Context: an optimization exercise on an open-source flow, tuned for small area, a short achievable clock period and few clock cycles per item. The choices shown serve that exercise and are no tape-out recipe.
RTL that was checked went through simulation tests only; none was proved equivalent to the original.
Power figures rest on the tool's default switching activity, not on a simulated workload.

==> inputs of onyx <==
==> flow/design.v (excerpt) <==
module rvl_core (
    input  wire        clk,
    input  wire        rst,
    input  wire        cmd_valid,
    input  wire [67:0] cmd_word,
    input  wire        enc_in_valid,
    input  wire [15:0] enc_in_data,
    output wire        enc_in_ready,
    output wire        enc_out_valid,
    output wire [7:0]  enc_out_data,
    input  wire        enc_out_ready,
    input  wire        dec_in_valid,
    input  wire [7:0]  dec_in_data,
    output wire        dec_in_ready,
    output wire        dec_out_valid,
    output wire [15:0] dec_out_data,
    input  wire        dec_out_ready,
    input  wire [3:0]  sts_sel,
    output reg  [35:0] sts_data
);
make LEC_CHECK=0 CAP_MARGIN=20 CORE_MARGIN=2 CORE_UTILIZATION=40 SLEW_MARGIN=20 finish   # period 7.0 ns
run.sh (not shown) runs the stock make flow with config.mk's settings and CLKGATE_MAP_FILE= SYNTH_SCRIPT=/design/flow/synth_recipe.tcl, a recipe that flattens the netlist after the stock synthesis.
==> amber (differences from onyx) <==
--- a/flow/design.v
+++ b/flow/design.v
@@ -19,12 +19,13 @@
                      S_DONE = 3'd6;
     reg [2:0]  st;
     reg [31:0] cnt, idx, run;
     reg [33:0] nbytes;
     reg [15:0] last;             
     reg [16:0] code;             
+    reg [2:0]  t_c;              
     reg        more;             
     reg        em;               
     reg        ph;               
     reg [3:0]  di;               
     reg        pend;             
     reg [3:0]  pnib;
@@ -90,13 +91,12 @@
             endcase
         end
     endfunction
     wire [16:0] delta   = {1'b0, in_data} - {1'b0, last};
     wire [16:0] code_in = {delta[15:0], 1'b0} ^ {17{delta[16]}};
     wire [3:0] t_r   = top11(run);
-    wire [2:0] t_c   = top6(code);
     wire       tail  = (st == S_TAIL);
     wire       di_nz = (di != 4'd0);
     wire       di_g1 = (di > 4'd1);
     wire [3:0] dim1  = di - 4'd1;
     wire [3:0] dim2  = di - 4'd2;
     reg [3:0] n0, n1;
@@ -199,12 +199,13 @@
                     if (take) begin
                         idx  <= idx + 32'd1;
                         more <= (idx + 32'd1 != cnt);
                         if (nz) begin
                             last <= in_data;
                             code <= code_in;
+                            t_c  <= top6(code_in);
                             em   <= 1'b1;
                             ph   <= 1'b0;
                             di   <= fin ? 4'd0 : t_r;
                             if (fin)
                                 run <= 32'd0;
                         end else begin
@@ -270,12 +271,13 @@
                      S_DONE = 3'd6, S_ERROR = 3'd7;
     localparam [1:0] E_NONE = 2'd0, E_TRUNCATED = 2'd1, E_OVERRUN = 2'd2,
                      E_OUT_OF_RANGE = 2'd3;
     reg [2:0]  st;
     reg [1:0]  err;
     reg [31:0] cnt, prod, acc;
+    reg [31:0] rem;              
     reg [33:0] len, bin;
     reg [34:0] nib;
     reg [1:0]  kd;               
     reg [15:0] prev, po;
     reg        pov;
     reg        aovf;
@@ -319,14 +321,14 @@
     wire [31:0] acc1  = e0 ? 32'd0 : acc_a;
     wire        ovf1  = !e0 && ovf_a;
     wire [31:0] acc_b = e0 ? acc_d : acc_c;
     wire        ovf_b = !e0 && ovf_c;
     wire        gt1   = e0 ? !gt : gt;
     wire [31:0] prod1 = prod + 32'd1;
-    wire        last1 = (prod1 == cnt);
-    wire [31:0] rem   = cnt - prod;
+    wire [31:0] rem1  = rem - 32'd1;
+    wire        last1 = (rem == 32'd1);
     wire        z_bad = aovf || (acc > rem);
     wire        bad_a = rng_bad(acc_a, ovf_a, prev);
     wire        bad_c = rng_bad(acc_c, ovf_c, prev);
     wire        bad_d = rng_bad(acc_d, 1'b0, prev);
     wire        bad_b = e0 ? bad_d : bad_c;
     wire        zr_a  = !ovf_a && (acc_a == 32'd0);
@@ -433,12 +435,13 @@
         end else if (start) begin
             st   <= (start_count != 32'd0) ? S_PARSE : S_DRAIN;
             err  <= E_NONE;
             cnt  <= start_count;
             len  <= start_len;
             prod <= 32'd0;
+            rem  <= start_count;
             bin  <= 34'd0;
             nib  <= 35'd0;
             kd   <= 2'd0;
             hb   <= (start_len != 34'd0);
             pov  <= 1'b0;
             nc   <= 3'd0;
@@ -468,24 +471,26 @@
                         zchk <= nzc;
                         if (wpix) begin
                             po   <= rec;
                             pov  <= 1'b1;
                             prev <= rec;
                             prod <= prod1;
+                            rem  <= rem1;
                         end
                     end
                 end
                 S_ZEROS: begin
                     if (zchk && z_bad) begin
                         err <= E_OVERRUN;
                         st  <= S_DRAIN;
                     end else if (of) begin
                         zchk <= 1'b0;
                         po   <= 16'd0;
                         pov  <= 1'b1;
                         prod <= prod1;
+                        rem  <= rem1;
                         acc  <= acc - 32'd1;
                         if (acc == 32'd1)
                             st <= last1 ? S_DRAIN : S_PARSE;
                     end
                 end
                 S_DRAIN: begin
--- a/flow/config.mk
+++ b/flow/config.mk
@@ -5,7 +5,8 @@
 export SDC_FILE = /design/flow/constraint.sdc
 export NUM_CORES = 4
 export LEC_CHECK = 0
 export CAP_MARGIN = 20
 export CORE_MARGIN = 2
 export CORE_UTILIZATION = 40
+export SETUP_SLACK_MARGIN = 2.8
 export SLEW_MARGIN = 20
==> nickel (differences from onyx) <==
==> flow/config.mk (replaced) <==
export PLATFORM = sky130hd
export DESIGN_NAME = rvl_core
export DESIGN_NICKNAME = rvl_core
export VERILOG_FILES = /design/flow/design.v
export SDC_FILE = /design/flow/constraint.sdc
export NUM_CORES = 4
export LEC_CHECK = 0
export ABC_CLOCK_PERIOD_IN_PS = 3500
export CAP_MARGIN = 20
export CORE_MARGIN = 2
export CORE_UTILIZATION = 40
export SETUP_SLACK_MARGIN = 3.2
export SLEW_MARGIN = 20
==> run summary <==
- Of amber and onyx, onyx has the higher die area (gap 1.2%, measured against onyx).
- First-iteration DRC count, highest first: nickel, onyx, amber.
- The lowest sequential share of layout area belongs to nickel, the highest to amber.
- Non-clock buffer count, highest first: nickel, amber, onyx.
- Hold slack: nickel > onyx > amber.
- Final cell count, lowest first: amber, onyx, nickel.
- The highest sequential power belongs to amber, the lowest to nickel.
- The highest clock skew belongs to amber, the lowest to onyx.
- Register-to-register slack, highest first: amber, nickel, onyx.
- Against onyx, the total power of amber is higher by 6.0%.
Testbench counts of amber, summed over its fixed seeds: cycles 10,960, items 18,582.
Only the layout flow was run in onyx and nickel; the RTL was not checked for function there.

========
==> job 5915 <==
rvl_core again, from the RTL that the note above started with.
make LEC_CHECK=0 CAP_MARGIN=20 CORE_MARGIN=2 CORE_UTILIZATION=40 SETUP_SLACK_MARGIN=3.0 SLEW_MARGIN=20 finish   # period 7.0 ns
==> job 5533 (differences from job 5915) <==
--- a/flow/design.v
+++ b/flow/design.v
@@ -20,10 +20,11 @@
     reg [2:0]  st;
     reg [31:0] cnt, idx, run;
     reg [33:0] nbytes;
     reg [15:0] last;             
     reg [16:0] code;             
+    reg [2:0]  t_c;              
     reg        more;             
     reg        em;               
     reg        ph;               
     reg [3:0]  di;               
     reg        pend;             
@@ -91,11 +92,10 @@
         end
     endfunction
     wire [16:0] delta   = {1'b0, in_data} - {1'b0, last};
     wire [16:0] code_in = {delta[15:0], 1'b0} ^ {17{delta[16]}};
     wire [3:0] t_r   = top11(run);
-    wire [2:0] t_c   = top6(code);
     wire       tail  = (st == S_TAIL);
     wire       di_nz = (di != 4'd0);
     wire       di_g1 = (di > 4'd1);
     wire [3:0] dim1  = di - 4'd1;
     wire [3:0] dim2  = di - 4'd2;
@@ -200,10 +200,11 @@
                         idx  <= idx + 32'd1;
                         more <= (idx + 32'd1 != cnt);
                         if (nz) begin
                             last <= in_data;
                             code <= code_in;
+                            t_c  <= top6(code_in);
                             em   <= 1'b1;
                             ph   <= 1'b0;
                             di   <= fin ? 4'd0 : t_r;
                             if (fin)
                                 run <= 32'd0;
@@ -271,10 +272,11 @@
     localparam [1:0] E_NONE = 2'd0, E_TRUNCATED = 2'd1, E_OVERRUN = 2'd2,
                      E_OUT_OF_RANGE = 2'd3;
     reg [2:0]  st;
     reg [1:0]  err;
     reg [31:0] cnt, prod, acc;
+    reg [31:0] rem;              
     reg [33:0] len, bin;
     reg [34:0] nib;
     reg [1:0]  kd;               
     reg [15:0] prev, po;
     reg        pov;
@@ -320,12 +322,12 @@
     wire        ovf1  = !e0 && ovf_a;
     wire [31:0] acc_b = e0 ? acc_d : acc_c;
     wire        ovf_b = !e0 && ovf_c;
     wire        gt1   = e0 ? !gt : gt;
     wire [31:0] prod1 = prod + 32'd1;
-    wire        last1 = (prod1 == cnt);
-    wire [31:0] rem   = cnt - prod;
+    wire [31:0] rem1  = rem - 32'd1;
+    wire        last1 = (rem == 32'd1);
     wire        z_bad = aovf || (acc > rem);
     wire        bad_a = rng_bad(acc_a, ovf_a, prev);
     wire        bad_c = rng_bad(acc_c, ovf_c, prev);
     wire        bad_d = rng_bad(acc_d, 1'b0, prev);
     wire        bad_b = e0 ? bad_d : bad_c;
@@ -434,10 +436,11 @@
             st   <= (start_count != 32'd0) ? S_PARSE : S_DRAIN;
             err  <= E_NONE;
             cnt  <= start_count;
             len  <= start_len;
             prod <= 32'd0;
+            rem  <= start_count;
             bin  <= 34'd0;
             nib  <= 35'd0;
             kd   <= 2'd0;
             hb   <= (start_len != 34'd0);
             pov  <= 1'b0;
@@ -469,10 +472,11 @@
                         if (wpix) begin
                             po   <= rec;
                             pov  <= 1'b1;
                             prev <= rec;
                             prod <= prod1;
+                            rem  <= rem1;
                         end
                     end
                 end
                 S_ZEROS: begin
                     if (zchk && z_bad) begin
@@ -481,10 +485,11 @@
                     end else if (of) begin
                         zchk <= 1'b0;
                         po   <= 16'd0;
                         pov  <= 1'b1;
                         prod <= prod1;
+                        rem  <= rem1;
                         acc  <= acc - 32'd1;
                         if (acc == 32'd1)
                             st <= last1 ? S_DRAIN : S_PARSE;
                     end
                 end
==> flow/config.mk (replaced) <==
export PLATFORM = sky130hd
export DESIGN_NAME = rvl_core
export DESIGN_NICKNAME = rvl_core
export VERILOG_FILES = /design/flow/design.v
export SDC_FILE = /design/flow/constraint.sdc
export NUM_CORES = 4
export LEC_CHECK = 0
export ABC_CLOCK_PERIOD_IN_PS = 5000
export CAP_MARGIN = 20
export CORE_MARGIN = 2
export CORE_UTILIZATION = 40
export CTS_BUF_LIST = sky130_fd_sc_hd__clkbuf_8
export SETUP_SLACK_MARGIN = 2.8
export SLEW_MARGIN = 20
==> job 1213 (differences from job 5915) <==
--- a/flow/design.v
+++ b/flow/design.v
@@ -20,11 +20,11 @@
     reg [2:0]  st;
     reg [31:0] cnt, idx, run;
     reg [33:0] nbytes;
     reg [15:0] last;             
     reg [16:0] code;             
-    reg        more;             
+    reg [2:0]  t_c;              
     reg        em;               
     reg        ph;               
     reg [3:0]  di;               
     reg        pend;             
     reg [3:0]  pnib;
@@ -91,16 +91,16 @@
         end
     endfunction
     wire [16:0] delta   = {1'b0, in_data} - {1'b0, last};
     wire [16:0] code_in = {delta[15:0], 1'b0} ^ {17{delta[16]}};
     wire [3:0] t_r   = top11(run);
-    wire [2:0] t_c   = top6(code);
     wire       tail  = (st == S_TAIL);
     wire       di_nz = (di != 4'd0);
     wire       di_g1 = (di > 4'd1);
     wire [3:0] dim1  = di - 4'd1;
     wire [3:0] dim2  = di - 4'd2;
+    wire [2:0] cd1 = dig6(code, ph ? dim1[2:0] : t_c);
     reg [3:0] n0, n1;
     reg       has1, pdone, nph;
     reg [3:0] ndi;
     always @(*) begin
         n1    = 4'd0;
@@ -119,20 +119,20 @@
                     pdone = tail;
                 end
             end else if (tail) begin
                 pdone = 1'b1;
             end else begin
-                n1    = {t_c != 3'd0, dig6(code, t_c)};
+                n1    = {t_c != 3'd0, cd1};
                 has1  = 1'b1;
                 nph   = 1'b1;
                 ndi   = {1'b0, t_c} - 4'd1;
                 pdone = (t_c == 3'd0);
             end
         end else begin
             n0 = {di_nz, dig6(code, di[2:0])};
             if (di_nz) begin
-                n1    = {di_g1, dig6(code, dim1[2:0])};
+                n1    = {di_g1, cd1};
                 has1  = 1'b1;
                 pdone = !di_g1;
             end else begin
                 pdone = 1'b1;
             end
@@ -141,10 +141,11 @@
     wire       of    = !obv || out_ready;
     wire       step  = em && of;
     wire       fin   = step && pdone;
     wire       wr    = pend || has1;
     wire [7:0] byte_ = pend ? {pnib, n0} : {n0, n1};
+    wire   more      = (idx != cnt);
     assign in_ready  = (st == S_RUN) && more && (!em || (of && pdone));
     wire   take      = in_valid && in_ready;
     wire   nz        = (in_data != 16'd0);
     wire [31:0] run_p1 = run + 32'd1;
     assign busy      = (st != S_IDLE) && (st != S_DONE);
@@ -160,22 +161,20 @@
             cnt    <= 32'd0;
             idx    <= 32'd0;
             nbytes <= 34'd0;
             run    <= 32'd0;
             last   <= 16'd0;
-            more   <= 1'b0;
             em     <= 1'b0;
             pend   <= 1'b0;
             obv    <= 1'b0;
         end else if (start) begin
             st     <= S_RUN;
             cnt    <= start_count;
             idx    <= 32'd0;
             nbytes <= 34'd0;
             run    <= 32'd0;
             last   <= 16'd0;
-            more   <= (start_count != 32'd0);
             em     <= 1'b0;
             pend   <= 1'b0;
             obv    <= 1'b0;
         end else begin
             if (obv && out_ready)
@@ -196,14 +195,14 @@
                 em <= 1'b0;
             case (st)
                 S_RUN: begin
                     if (take) begin
                         idx  <= idx + 32'd1;
-                        more <= (idx + 32'd1 != cnt);
                         if (nz) begin
                             last <= in_data;
                             code <= code_in;
+                            t_c  <= top6(code_in);
                             em   <= 1'b1;
                             ph   <= 1'b0;
                             di   <= fin ? 4'd0 : t_r;
                             if (fin)
                                 run <= 32'd0;
@@ -271,21 +270,22 @@
     localparam [1:0] E_NONE = 2'd0, E_TRUNCATED = 2'd1, E_OVERRUN = 2'd2,
                      E_OUT_OF_RANGE = 2'd3;
     reg [2:0]  st;
     reg [1:0]  err;
     reg [31:0] cnt, prod, acc;
+    reg [31:0] rem;              
     reg [33:0] len, bin;
     reg [34:0] nib;
     reg [1:0]  kd;               
     reg [15:0] prev, po;
     reg        pov;
     reg        aovf;
     reg        gt;               
     reg        zchk;             
-    reg        hb;               
     reg [15:0] nbuf;             
     reg [2:0]  nc;               
+    wire hb         = (bin != len);
     wire of         = !pov || out_ready;
     wire in_grp     = (st == S_PARSE) || (st == S_ZEROS);
     assign in_ready = hb && ((st == S_DRAIN) || (in_grp && (nc <= 3'd2)));
     wire take       = in_valid && in_ready;
     assign busy        = (st != S_IDLE) && (st != S_DONE) && (st != S_ERROR);
@@ -320,12 +320,12 @@
     wire        ovf1  = !e0 && ovf_a;
     wire [31:0] acc_b = e0 ? acc_d : acc_c;
     wire        ovf_b = !e0 && ovf_c;
     wire        gt1   = e0 ? !gt : gt;
     wire [31:0] prod1 = prod + 32'd1;
-    wire        last1 = (prod1 == cnt);
-    wire [31:0] rem   = cnt - prod;
+    wire [31:0] rem1  = rem - 32'd1;
+    wire        last1 = (rem == 32'd1);
     wire        z_bad = aovf || (acc > rem);
     wire        bad_a = rng_bad(acc_a, ovf_a, prev);
     wire        bad_c = rng_bad(acc_c, ovf_c, prev);
     wire        bad_d = rng_bad(acc_d, 1'b0, prev);
     wire        bad_b = e0 ? bad_d : bad_c;
@@ -425,33 +425,31 @@
             len  <= 34'd0;
             prod <= 32'd0;
             bin  <= 34'd0;
             nib  <= 35'd0;
             kd   <= 2'd0;
-            hb   <= 1'b0;
             pov  <= 1'b0;
             nc   <= 3'd0;
         end else if (start) begin
             st   <= (start_count != 32'd0) ? S_PARSE : S_DRAIN;
             err  <= E_NONE;
             cnt  <= start_count;
             len  <= start_len;
             prod <= 32'd0;
+            rem  <= start_count;
             bin  <= 34'd0;
             nib  <= 35'd0;
             kd   <= 2'd0;
-            hb   <= (start_len != 34'd0);
             pov  <= 1'b0;
             nc   <= 3'd0;
             prev <= 16'd0;
             acc  <= 32'd0;
             aovf <= 1'b0;
             gt   <= 1'b0;
         end else begin
             if (take) begin
                 bin <= bin + 34'd1;
-                hb  <= (bin + 34'd1 != len);
             end
             if (pov && out_ready)
                 pov <= 1'b0;
             nbuf <= nq;
             nc   <= ncs + (take ? 3'd2 : 3'd0);
@@ -469,10 +467,11 @@
                         if (wpix) begin
                             po   <= rec;
                             pov  <= 1'b1;
                             prev <= rec;
                             prod <= prod1;
+                            rem  <= rem1;
                         end
                     end
                 end
                 S_ZEROS: begin
                     if (zchk && z_bad) begin
@@ -481,10 +480,11 @@
                     end else if (of) begin
                         zchk <= 1'b0;
                         po   <= 16'd0;
                         pov  <= 1'b1;
                         prod <= prod1;
+                        rem  <= rem1;
                         acc  <= acc - 32'd1;
                         if (acc == 32'd1)
                             st <= last1 ? S_DRAIN : S_PARSE;
                     end
                 end
==> flow/config.mk (replaced) <==
export PLATFORM = sky130hd
export DESIGN_NAME = rvl_core
export DESIGN_NICKNAME = rvl_core
export VERILOG_FILES = /design/flow/design.v
export SDC_FILE = /design/flow/constraint.sdc
export NUM_CORES = 4
export LEC_CHECK = 0
export ABC_CLOCK_PERIOD_IN_PS = 5000
export CAP_MARGIN = 20
export CORE_MARGIN = 2
export CORE_UTILIZATION = 40
export SETUP_SLACK_MARGIN = 2.95
export SLEW_MARGIN = 20
==> job 9992 (differences from job 5915) <==
--- a/flow/design.v
+++ b/flow/design.v
@@ -20,10 +20,11 @@
     reg [2:0]  st;
     reg [31:0] cnt, idx, run;
     reg [33:0] nbytes;
     reg [15:0] last;             
     reg [16:0] code;             
+    reg [2:0]  t_c;              
     reg        more;             
     reg        em;               
     reg        ph;               
     reg [3:0]  di;               
     reg        pend;             
@@ -91,11 +92,10 @@
         end
     endfunction
     wire [16:0] delta   = {1'b0, in_data} - {1'b0, last};
     wire [16:0] code_in = {delta[15:0], 1'b0} ^ {17{delta[16]}};
     wire [3:0] t_r   = top11(run);
-    wire [2:0] t_c   = top6(code);
     wire       tail  = (st == S_TAIL);
     wire       di_nz = (di != 4'd0);
     wire       di_g1 = (di > 4'd1);
     wire [3:0] dim1  = di - 4'd1;
     wire [3:0] dim2  = di - 4'd2;
@@ -200,10 +200,11 @@
                         idx  <= idx + 32'd1;
                         more <= (idx + 32'd1 != cnt);
                         if (nz) begin
                             last <= in_data;
                             code <= code_in;
+                            t_c  <= top6(code_in);
                             em   <= 1'b1;
                             ph   <= 1'b0;
                             di   <= fin ? 4'd0 : t_r;
                             if (fin)
                                 run <= 32'd0;
@@ -271,10 +272,11 @@
     localparam [1:0] E_NONE = 2'd0, E_TRUNCATED = 2'd1, E_OVERRUN = 2'd2,
                      E_OUT_OF_RANGE = 2'd3;
     reg [2:0]  st;
     reg [1:0]  err;
     reg [31:0] cnt, prod, acc;
+    reg [31:0] rem;              
     reg [33:0] len, bin;
     reg [34:0] nib;
     reg [1:0]  kd;               
     reg [15:0] prev, po;
     reg        pov;
@@ -320,12 +322,12 @@
     wire        ovf1  = !e0 && ovf_a;
     wire [31:0] acc_b = e0 ? acc_d : acc_c;
     wire        ovf_b = !e0 && ovf_c;
     wire        gt1   = e0 ? !gt : gt;
     wire [31:0] prod1 = prod + 32'd1;
-    wire        last1 = (prod1 == cnt);
-    wire [31:0] rem   = cnt - prod;
+    wire [31:0] rem1  = rem - 32'd1;
+    wire        last1 = (rem == 32'd1);
     wire        z_bad = aovf || (acc > rem);
     wire        bad_a = rng_bad(acc_a, ovf_a, prev);
     wire        bad_c = rng_bad(acc_c, ovf_c, prev);
     wire        bad_d = rng_bad(acc_d, 1'b0, prev);
     wire        bad_b = e0 ? bad_d : bad_c;
@@ -434,10 +436,11 @@
             st   <= (start_count != 32'd0) ? S_PARSE : S_DRAIN;
             err  <= E_NONE;
             cnt  <= start_count;
             len  <= start_len;
             prod <= 32'd0;
+            rem  <= start_count;
             bin  <= 34'd0;
             nib  <= 35'd0;
             kd   <= 2'd0;
             hb   <= (start_len != 34'd0);
             pov  <= 1'b0;
@@ -469,10 +472,11 @@
                         if (wpix) begin
                             po   <= rec;
                             pov  <= 1'b1;
                             prev <= rec;
                             prod <= prod1;
+                            rem  <= rem1;
                         end
                     end
                 end
                 S_ZEROS: begin
                     if (zchk && z_bad) begin
@@ -481,10 +485,11 @@
                     end else if (of) begin
                         zchk <= 1'b0;
                         po   <= 16'd0;
                         pov  <= 1'b1;
                         prod <= prod1;
+                        rem  <= rem1;
                         acc  <= acc - 32'd1;
                         if (acc == 32'd1)
                             st <= last1 ? S_DRAIN : S_PARSE;
                     end
                 end
==> flow/config.mk (replaced) <==
export PLATFORM = sky130hd
export DESIGN_NAME = rvl_core
export DESIGN_NICKNAME = rvl_core
export VERILOG_FILES = /design/flow/design.v
export SDC_FILE = /design/flow/constraint.sdc
export NUM_CORES = 4
export LEC_CHECK = 0
export ABC_CLOCK_PERIOD_IN_PS = 5000
export CAP_MARGIN = 20
export CORE_MARGIN = 2
export CORE_UTILIZATION = 40
export SETUP_SLACK_MARGIN = 2.8
export SLEW_MARGIN = 20
==> qor summary <==
metric	job 1213	job 5915	job 9992	job 5533
Result of the run	timing/DRC/antenna clean	timing/DRC/antenna clean	timing/DRC/antenna clean	timing/DRC/antenna clean
Tapcell Cnt	969	1050	1040	1040
Highest routed layer	met4	met5	met4	met4
Most common cell on crit path	buf_12	nor3_4	buf_12	buf_12
First-pass GRT wire length	166500 um	182200 um	165900 um	166200 um
Multi-input gates	2728	3138	2938	2938
Worst EP arrival	2900 ps	6180 ps	2840 ps	2840 ps
Peak ir drop on the vdd network	0.2141 mV	0.2097 mV	0.1735 mV	0.1364 mV
Pwr Density	289.8 mW/mm^2	233.4 mW/mm^2	245.5 mW/mm^2	241.2 mW/mm^2
Utilization of the core after routing	50.14%	51.86%	47.95%	48.38%
Layout cells sized above 1	15.19%	18.40%	9.786%	11.39%
Multi-input combinational area share	49.74%	53.39%	51.92%	51.40%
Beginning of the critical path	sts_sel[3]	u_dec.cnt[13]	sts_sel[3]	sts_sel[3]
H-tree levels	2	2	2	3
Number of placement rows	100	103	102	102
# resized after CTS	296	445	187	185
Testbench counts of job 5533, summed over its fixed seeds: cycles 10,960, items 18,582.
Testbench counts of job 1213, summed over its fixed seeds: cycles 10,960, items 18,582.
Testbench counts of job 9992, summed over its fixed seeds: cycles 10,960, items 18,582.
The RTL of job 5915 was laid out without a check of its function.

==> separate check: timing with driven ports <==
In the flow no input, the clock included, has a driving cell. The finished layouts below were timed again as built, in two steps. Step 1, drivers: a clkbuf_16 drives clk and a buf_2 each remaining input, both assumed. Step 2 moves the port delays by t, midway between the first and last clock arrival at a register: inputs arrive t later, outputs are due t later. That takes back most of the time a late clock gives input paths. Three values: ideal, step 1, step 2; two values: the first two.
| run | t (ns) | setup slack, ns | latest minus earliest clock arrival (ns) | cell pins on the clock port's net |
|---|---|---|---|---|
| onyx | 0.697 | 0.503 / 0.503 / 0.503 | 0.021 / 0.021 | 1 |
| amber | 0.687 | 2.764 / 2.701 / 2.276 | 0.042 / 0.042 | 1 |
| nickel | 0.700 | 1.334 / 1.334 / 1.334 | 0.032 / 0.032 | 1 |
| job 5915 | 0.705 | 1.304 / 1.304 / 1.304 | 0.037 / 0.037 | 1 |
| job 5533 | 0.744 | 2.757 / 2.641 / 2.234 | 0.077 / 0.077 | 1 |
| job 1213 | 0.702 | 2.697 / 2.641 / 2.439 | 0.021 / 0.021 | 1 |
| job 9992 | 0.687 | 2.764 / 2.701 / 2.276 | 0.042 / 0.042 | 1 |
After both steps setup and hold are still met in every run listed. The setup slack of job 5533, which loses most, moves by -0.116 ns with the drivers and by -0.523 ns with both steps.
